Background: an optimization exercise with open tools, aiming at small area, a short achievable clock period and few clock cycles per item. Do not read the settings as production practice. The RTL was checked by simulation tests, not by an equivalence proof against the original design. Power figures rest on the tool's default switching activity, not on a simulated workload.

File: flow/run.sh
#!/bin/bash
# synth_recipe.tcl (not shown) runs the flow's synth.tcl, then flattens the netlist and writes it again
# the make line also repeats each setting of config.mk as NAME=value (left out here)
make -C /OpenROAD-flow-scripts/flow DESIGN_CONFIG=/design/flow/config.mk WORK_HOME=/design/flow/orfs CLKGATE_MAP_FILE= SYNTH_SCRIPT=/design/flow/synth_recipe.tcl finish
File: flow/config.mk
export PLATFORM = sky130hd
export DESIGN_NAME = simpledes_core
export DESIGN_NICKNAME = simpledes_core
export VERILOG_FILES = /design/flow/design.v
export SDC_FILE = /design/flow/constraint.sdc
export NUM_CORES = 4
export LEC_CHECK = 0
export CAP_MARGIN = 20
export CORE_MARGIN = 2
export CORE_UTILIZATION = 40
export SLEW_MARGIN = 20
File: flow/constraint.sdc
create_clock -name core_clock -period 4.5 [get_ports {clk}]
set_input_delay 0.9000 -clock core_clock [delete_from_list [all_inputs] [get_ports {clk}]]
set_output_delay 0.9000 -clock core_clock [all_outputs]
set_load 0.01 [all_outputs]
File: flow/design.v
module simpledes_core (
    input  wire        clk,
    input  wire        rst,         
    input  wire [23:0] cmd,
    input  wire        cmd_valid,
    output wire        cmd_ready,
    output wire [11:0] dout,
    output wire [7:0]  status
);
    localparam [2:0] E_NONE    = 3'd0;
    localparam [2:0] E_ILLEGAL = 3'd1;
    localparam [2:0] E_RANGE   = 3'd2;
    localparam [2:0] E_NOKEY   = 3'd3;
    localparam [2:0] E_LOCKED  = 3'd4;
    function [7:0] expand;
        input [5:0] x;
        expand = {x[5], x[4], x[2], x[3], x[2], x[3], x[1], x[0]};
    endfunction
    function [2:0] sbox1;
        input [3:0] a;
        case (a)
            4'h0: sbox1 = 3'd5; 4'h1: sbox1 = 3'd2; 4'h2: sbox1 = 3'd1; 4'h3: sbox1 = 3'd6;
            4'h4: sbox1 = 3'd3; 4'h5: sbox1 = 3'd4; 4'h6: sbox1 = 3'd7; 4'h7: sbox1 = 3'd0;
            4'h8: sbox1 = 3'd1; 4'h9: sbox1 = 3'd4; 4'ha: sbox1 = 3'd6; 4'hb: sbox1 = 3'd2;
            4'hc: sbox1 = 3'd0; 4'hd: sbox1 = 3'd7; 4'he: sbox1 = 3'd5; default: sbox1 = 3'd3;
        endcase
    endfunction
    function [2:0] sbox2;
        input [3:0] a;
        case (a)
            4'h0: sbox2 = 3'd4; 4'h1: sbox2 = 3'd0; 4'h2: sbox2 = 3'd6; 4'h3: sbox2 = 3'd5;
            4'h4: sbox2 = 3'd7; 4'h5: sbox2 = 3'd1; 4'h6: sbox2 = 3'd3; 4'h7: sbox2 = 3'd2;
            4'h8: sbox2 = 3'd5; 4'h9: sbox2 = 3'd3; 4'ha: sbox2 = 3'd0; 4'hb: sbox2 = 3'd7;
            4'hc: sbox2 = 3'd6; 4'hd: sbox2 = 3'd2; 4'he: sbox2 = 3'd1; default: sbox2 = 3'd4;
        endcase
    endfunction
    function [7:0] round_key;
        input [8:0] k;
        input [3:0] i;
        reg   [8:0] rot;
        begin
            case (i)
                4'd1, 4'd10: rot = k;
                4'd2, 4'd11: rot = {k[7:0], k[8]};
                4'd3, 4'd12: rot = {k[6:0], k[8:7]};
                4'd4, 4'd13: rot = {k[5:0], k[8:6]};
                4'd5, 4'd14: rot = {k[4:0], k[8:5]};
                4'd6, 4'd15: rot = {k[3:0], k[8:4]};
                4'd7:        rot = {k[2:0], k[8:3]};
                4'd8:        rot = {k[1:0], k[8:2]};
                default:     rot = {k[0],   k[8:1]};    
            endcase
            round_key = rot[8:1];
        end
    endfunction
    function [5:0] round_f;
        input [5:0] r;
        input [7:0] rk;
        reg   [7:0] x;
        begin
            x       = expand(r) ^ rk;
            round_f = {sbox1(x[7:4]), sbox2(x[3:0])};
        end
    endfunction
    reg  [8:0]  key;
    reg         kv;
    reg  [11:0] dout_r;
    reg         dv;
    reg  [2:0]  err;
    reg         busy;
    reg  [5:0]  half_l, half_r;
    reg  [3:0]  rnd;         
    reg  [3:0]  rnd_end;     
    reg         dec_dir;     
    wire [3:0]  op   = cmd[23:20];
    wire [3:0]  sr   = cmd[19:16];
    wire [3:0]  er   = cmd[15:12];
    wire [11:0] data = cmd[11:0];
    wire fields_zero = (sr == 4'd0) && (er == 4'd0);
    wire is_ldkey = (op == 4'h1) && fields_zero;
    wire is_enc   = (op == 4'h2) && fields_zero;
    wire is_dec   = (op == 4'h3) && fields_zero;
    wire is_proc  = (op == 4'h4);
    wire illegal  = !(is_ldkey || is_enc || is_dec || is_proc);
    reg [3:0] cmd_s, cmd_e;
    always @(*) begin
        if (is_enc) begin
            cmd_s = 4'd1; cmd_e = 4'd2;
        end else if (is_dec) begin
            cmd_s = 4'd2; cmd_e = 4'd1;
        end else begin
            cmd_s = sr;   cmd_e = er;
        end
    end
    reg [2:0] fault;
    always @(*) begin
        if (illegal)
            fault = E_ILLEGAL;
        else if (is_ldkey)
            fault = (data[11:9] != 3'd0) ? E_RANGE : (kv ? E_LOCKED : E_NONE);
        else if (is_proc && (sr == 4'd0 || er == 4'd0))
            fault = E_RANGE;
        else if (!kv)
            fault = E_NOKEY;
        else
            fault = E_NONE;
    end
    wire issue = cmd_valid && !busy;
    wire [5:0] f_out  = round_f(half_r, round_key(key, rnd));
    wire [5:0] new_l  = half_r;
    wire [5:0] new_r  = f_out ^ half_l;
    wire       last   = (rnd == rnd_end);
    always @(posedge clk) begin
        if (rst) begin
            busy <= 1'b0;
            kv   <= 1'b0;
            dv   <= 1'b0;
            err  <= E_NONE;
        end else if (busy) begin
            half_l <= new_l;
            half_r <= new_r;
            if (last) begin
                dout_r <= {new_r, new_l};    
                dv     <= 1'b1;
                busy   <= 1'b0;
            end else begin
                rnd <= dec_dir ? rnd - 4'd1 : rnd + 4'd1;
            end
        end else if (issue && err == E_NONE) begin
            if (fault != E_NONE) begin
                err <= fault;
            end else if (is_ldkey) begin
                key <= data[8:0];
                kv  <= 1'b1;
            end else begin
                half_l  <= data[11:6];
                half_r  <= data[5:0];
                rnd     <= cmd_s;
                rnd_end <= cmd_e;
                dec_dir <= (cmd_s > cmd_e);
                busy    <= 1'b1;
            end
        end
    end
    assign cmd_ready = !busy;
    assign dout      = dout_r;
    assign status    = {3'b000, err, dv, kv};
endmodule
==> impl_metrics.prom <==
# TYPE chip_impl_metric gauge
chip_impl_metric{name="post_route_cells_drive_above_1_share",unit="%"} 13.71
chip_impl_metric{name="worstPathBufferInverterCount",unit=""} 2
chip_impl_metric{name="clock_insertion_delay_worst_skew",unit="ps"} 300
chip_impl_metric{name="io_pins",unit=""} 48
chip_impl_info{name="layout_commonest_cell",value="sky130_fd_sc_hd__clkdlybuf4s50_1"} 1
chip_impl_metric{name="cp_slowest_stage_delay",unit="ps"} 480
chip_impl_metric{name="timing.hold.ws",unit="ps"} 454.9
chip_impl_metric{name="number_of_buffers_inserted_for_hold_repair_after_clock_tree_synthesis",unit=""} 0
chip_impl_metric{name="post-dp-hpwl",unit="um"} 5730
chip_impl_metric{name="finalSetupTns",unit="ps"} 0
chip_impl_metric{name="drtIter0Drc",unit=""} 185
chip_impl_metric{name="wl_per_cell",unit="um"} 17.13
chip_impl_info{name="setup.worst_path.class",value="reg2reg"} 1
chip_impl_metric{name="cts_sinks",unit=""} 48
chip_impl_metric{name="place_worst_setup_slack",unit="ps"} 726.2
chip_impl_metric{name="gp_congestion",unit=""} 0.9148
chip_impl_metric{name="grt_util_all_layers",unit="%"} 17.46
chip_impl_metric{name="maxSlewViolCount",unit=""} 0
chip_impl_info{name="cts-root-buf",value="sky130_fd_sc_hd__clkbuf_8"} 1
chip_impl_info{name="hold_path.class",value="reg2reg"} 1
chip_impl_metric{name="cts_max_path_buffers",unit=""} 2
chip_impl_metric{name="timing.max_slew.rel_slack",unit="%"} 41.06
chip_impl_info{name="critical-path-top-delay-family",value="compound AO/OA/AOI/OAI gates"} 1
chip_impl_metric{name="yosys.area_share.adder",unit="%"} 4.778
chip_impl_metric{name="max-cap-violations",unit=""} 0
chip_impl_metric{name="postLayoutCellArea",unit="um2"} 3989
chip_impl_metric{name="synth.area.mux_share",unit="%"} 10.07
chip_impl_info{name="main_combinational_cell_family_by_area_after_synthesis",value="compound AO/OA/AOI/OAI gates"} 1
chip_impl_metric{name="detailed_place.area",unit="um2"} 3874
chip_impl_metric{name="tightest_slew",unit="ps"} 882.8
chip_impl_metric{name="finClkSkew",unit="ps"} 8.153
chip_impl_metric{name="area_delta_synth_final",unit="%"} 17.16
chip_impl_metric{name="edff_count_synth",unit=""} 42
chip_impl_metric{name="drt-vias-per-instance",unit=""} 5.730
chip_impl_metric{name="pin_count_of_the_biggest_net_entering_global_routing",unit=""} 23
chip_impl_metric{name="critPathArrivalTime",unit="ps"} 3900
chip_impl_metric{name="fillcell_total",unit=""} 762
chip_impl_metric{name="final_antenna_net_count",unit=""} 0
chip_impl_metric{name="floorplan.die.width",unit="um"} 96.26
chip_impl_metric{name="remaining_drc_errors",unit=""} 0
chip_impl_metric{name="min_period_over_period",unit="%"} 85.48
chip_impl_info{name="ys_dominant_reg_cell",value="sky130_fd_sc_hd__edfxtp_1"} 1
chip_impl_metric{name="die_area",unit="um2"} 9265
chip_impl_info{name="crit_path_cell_trace",value="inv_1 > ha_1 > mux2i_1 > a21oi_2 > nor2_1 > a41oi_1 > xor2_1 > inv_1 > ha_1 > or2_1 > a31oi_1 > xor2_1 > mux2_2"} 1
chip_impl_info{name="slowest_stage",value="sky130_fd_sc_hd__edfxtp_1"} 1
chip_impl_metric{name="setup_violations",unit=""} 0
chip_impl_metric{name="power.static_leakage",unit="nW"} 1.450
chip_impl_metric{name="synthCells",unit=""} 318
chip_impl_metric{name="die_h",unit="um"} 96.26
chip_impl_metric{name="std_cell_rows",unit=""} 33
chip_impl_metric{name="clk_pin_slew_worst_paths",unit="ps"} 90
chip_impl_metric{name="grt_pass1_vias",unit=""} 2455
chip_impl_metric{name="first_pass_iters",unit=""} 5
chip_impl_info{name="setup_repair_after_global_routing_missed_its_margin",value="no"} 1
chip_impl_metric{name="placeable_core_area",unit="um2"} 8217
chip_impl_metric{name="synth-xor-area-share",unit="%"} 7.350
chip_impl_metric{name="post_synth_num_cell_types",unit=""} 67
chip_impl_metric{name="via_count",unit=""} 2607
chip_impl_metric{name="htree_num_levels",unit=""} 2
chip_impl_metric{name="layout_setup_ws",unit="ps"} 653.2
chip_impl_metric{name="final_nets",unit=""} 389
chip_impl_metric{name="synth_simple_gate_area_share",unit="%"} 12.35
chip_impl_metric{name="synth-warning-count",unit=""} 1
chip_impl_metric{name="achievable-frequency",unit="MHz"} 260.0
chip_impl_metric{name="post-cts-setup-buffers",unit=""} 0
chip_impl_info{name="layout_common_cells",value="sky130_fd_sc_hd__clkdlybuf4s50_1 (44), sky130_fd_sc_hd__edfxtp_1 (42), sky130_fd_sc_hd__mux2_2 (18), sky130_fd_sc_hd__nor2_1 (18), sky130_fd_sc_hd__nand2_1 (15)"} 1
chip_impl_metric{name="ys_async_sr_fraction",unit="%"} 0
chip_impl_metric{name="grt_antenna_before_repair",unit=""} 0
chip_impl_metric{name="antennaDiodeCount",unit=""} 0
chip_impl_metric{name="synth_compound_gate_area_share",unit="%"} 18.78
chip_impl_info{name="start_kind",value="flip-flop"} 1
chip_impl_info{name="status",value="no timing/DRC/antenna violations"} 1
chip_impl_metric{name="initial_core_util",unit="%"} 41.43
chip_impl_metric{name="worst-endpoint-required",unit="ps"} 4550
chip_impl_metric{name="grt_pass1_wl",unit="um"} 12650
chip_impl_metric{name="postSynthRegisterBits",unit=""} 48
chip_impl_metric{name="wirelength",unit="um"} 7794
chip_impl_metric{name="peakVddDrop",unit="mV"} 0.1902
chip_impl_metric{name="grt-ovfl-total",unit=""} 0
chip_impl_metric{name="tritoncts.num_buffers",unit=""} 5
chip_impl_metric{name="syn-cell-area",unit="um2"} 3405
chip_impl_metric{name="p_per_area",unit="nW/um2"} 212.5
chip_impl_metric{name="critical_path_peak_fanout",unit=""} 10
chip_impl_info{name="tritoncts",value="done"} 1
chip_impl_info{name="setup.worst_path.end_class",value="flip-flop"} 1
chip_impl_metric{name="syn_area_per_cell",unit="um2"} 10.71
chip_impl_metric{name="post_cts_resize_count",unit=""} 0
chip_impl_metric{name="seq_area_frac_synth",unit="%"} 40.57
chip_impl_metric{name="final_period_minus_worst_setup_slack",unit="ps"} 3847
chip_impl_metric{name="timing_hold_violations_final",unit=""} 0
chip_impl_metric{name="port_buffers",unit=""} 44
[cell usage after synthesis (3+ instances only)]
| cell | n | area (um2) |
|---|---|---|
| sky130_fd_sc_hd__a221oi_1 | 8 | 70.07 |
| sky130_fd_sc_hd__xor2_1 | 9 | 78.83 |
| sky130_fd_sc_hd__and3_1 | 4 | 25.02 |
| sky130_fd_sc_hd__mux2_2 | 18 | 202.7 |
| sky130_fd_sc_hd__nand2b_1 | 6 | 37.54 |
| sky130_fd_sc_hd__buf_6 | 3 | 33.78 |
| sky130_fd_sc_hd__nand3_1 | 7 | 35.03 |
| sky130_fd_sc_hd__clkbuf_1 | 11 | 41.29 |
| sky130_fd_sc_hd__inv_1 | 13 | 48.80 |
| sky130_fd_sc_hd__a21oi_1 | 13 | 65.06 |
| sky130_fd_sc_hd__buf_2 | 7 | 35.03 |
| sky130_fd_sc_hd__a22oi_1 | 4 | 30.03 |
| sky130_fd_sc_hd__edfxtp_1 | 42 | 1261 |
| sky130_fd_sc_hd__ha_1 | 13 | 162.7 |
| sky130_fd_sc_hd__xnor2_1 | 9 | 78.83 |
| sky130_fd_sc_hd__nor3_1 | 6 | 30.03 |
| sky130_fd_sc_hd__dfxtp_1 | 6 | 120.1 |
| sky130_fd_sc_hd__nor4_1 | 5 | 31.28 |
| sky130_fd_sc_hd__nor2b_1 | 4 | 25.02 |
| sky130_fd_sc_hd__nand2_1 | 15 | 56.30 |
| sky130_fd_sc_hd__buf_4 | 5 | 37.54 |
| sky130_fd_sc_hd__nor2_1 | 18 | 67.56 |
| sky130_fd_sc_hd__a31oi_1 | 7 | 43.79 |
| sky130_fd_sc_hd__o21ai_0 | 8 | 40.04 |
| sky130_fd_sc_hd__mux2i_1 | 11 | 110.1 |
| sky130_fd_sc_hd__a21o_1 | 6 | 45.04 |
| sky130_fd_sc_hd__a41oi_1 | 3 | 26.28 |
| sky130_fd_sc_hd__and2_1 | 5 | 31.28 |
[area by class of cell]
| class | instances | area [um2] | area share [%] |
|---|---|---|---|
| clock inverter | 3 | 46.29 | 1.161 |
| multi-input combinational | 231 | 1827 | 45.80 |
| timing repair buffer | 50 | 485.5 | 12.17 |
| tap | 105 | 131.4 | 3.294 |
| sequential | 48 | 1381 | 34.63 |
| clock buffer | 5 | 68.82 | 1.725 |
| inverter | 13 | 48.80 | 1.223 |
[path summary, 6_finish.rpt]
path | slack (ps) | to | from | cells past startpoint
worst max-delay path | 650 | half_r[2] | rnd[0] | 13
worst min-delay path | 450 | dv | dv | 2
worst max register to register | 650 | half_r[2] | rnd[0] | 13
worst min register to register | 450 | dv | dv | 2
[routing by layer]
layer | vias to the layer above | global-route usage, % | routed length, um
met5 | - | 0 | 0
met3 | 5 | 2.506 | 325
met4 | 0 | 3.690 | 48
met1 | 1284 | 24.83 | 3755
met2 | 68 | 28.24 | 3666
li1 | 1250 | - | -
[power breakdown]
| part | switching [mW] | internal [mW] |
|---|---|---|
| sequential | 0.000626 | 0.482 |
| combinational | 0.0200 | 0.0330 |
| clock | 0.145 | 0.167 |
[flip-flops by register name, summed over array words and instances (netlist names), 3 cells and up]
| name | cells |
|---|---|
| half_r | 6 |
| half_l | 6 |
| rnd_end | 4 |
| key | 9 |
| err | 3 |
| dout_r | 12 |
| rnd | 4 |
[worst min-delay path: cells and delay by family, from the launching register on]
family | cells | cell delay (ps)
AOI/OAI and AO/OA | 1 | 50
buffers and inverters | 1 | 50
DFF | 1 | 320
[cell families after synthesis]
family / after synthesis
simple gates: 80
compound gates: 81
other cells: 1
xor+xnor: 23
flops: 48
fa+ha+maj: 13
mux: 31
buf+inv: 41
[per-stage QoR]
step | util [%] | power (mW) | std cells
floorplan | - | 0.5164 | 320
global placement | 47.14 | 0.5453 | 447
detailed placement | 47.14 | 0.5461 | 447
CTS | 48.55 | 0.8548 | 455
global route | 48.55 | 0.8812 | 455
finish | 48.55 | 0.8476 | 455
Testbench counts, summed over its fixed seeds: cycles 5,966, items 1,600.

what the ideal ports hide:
No port has a modelled driver above. Below, the same layout with a new extraction and two added sets of constraints.
Step 1: set_driving_cell puts a clkbuf_16 on clk and a buf_2 on each other input, an assumption about the parent block.
Step 2, shift: input delay + t, output delay - t, t = (earliest + latest rising clock arrival at the registers) / 2. This alone moves slack from input paths to output paths.
Three values: ideal, step 1, step 2; two values: the first two.
t (ns): 0.322
slack for setup (ns): 0.653 / 0.653 / 0.653
clock arrival spread, ns: 0.008 / 0.008
After both steps this run still meets setup and hold. The setup slack of this run moves by 0.000 ns with the drivers and by 0.000 ns with both steps.
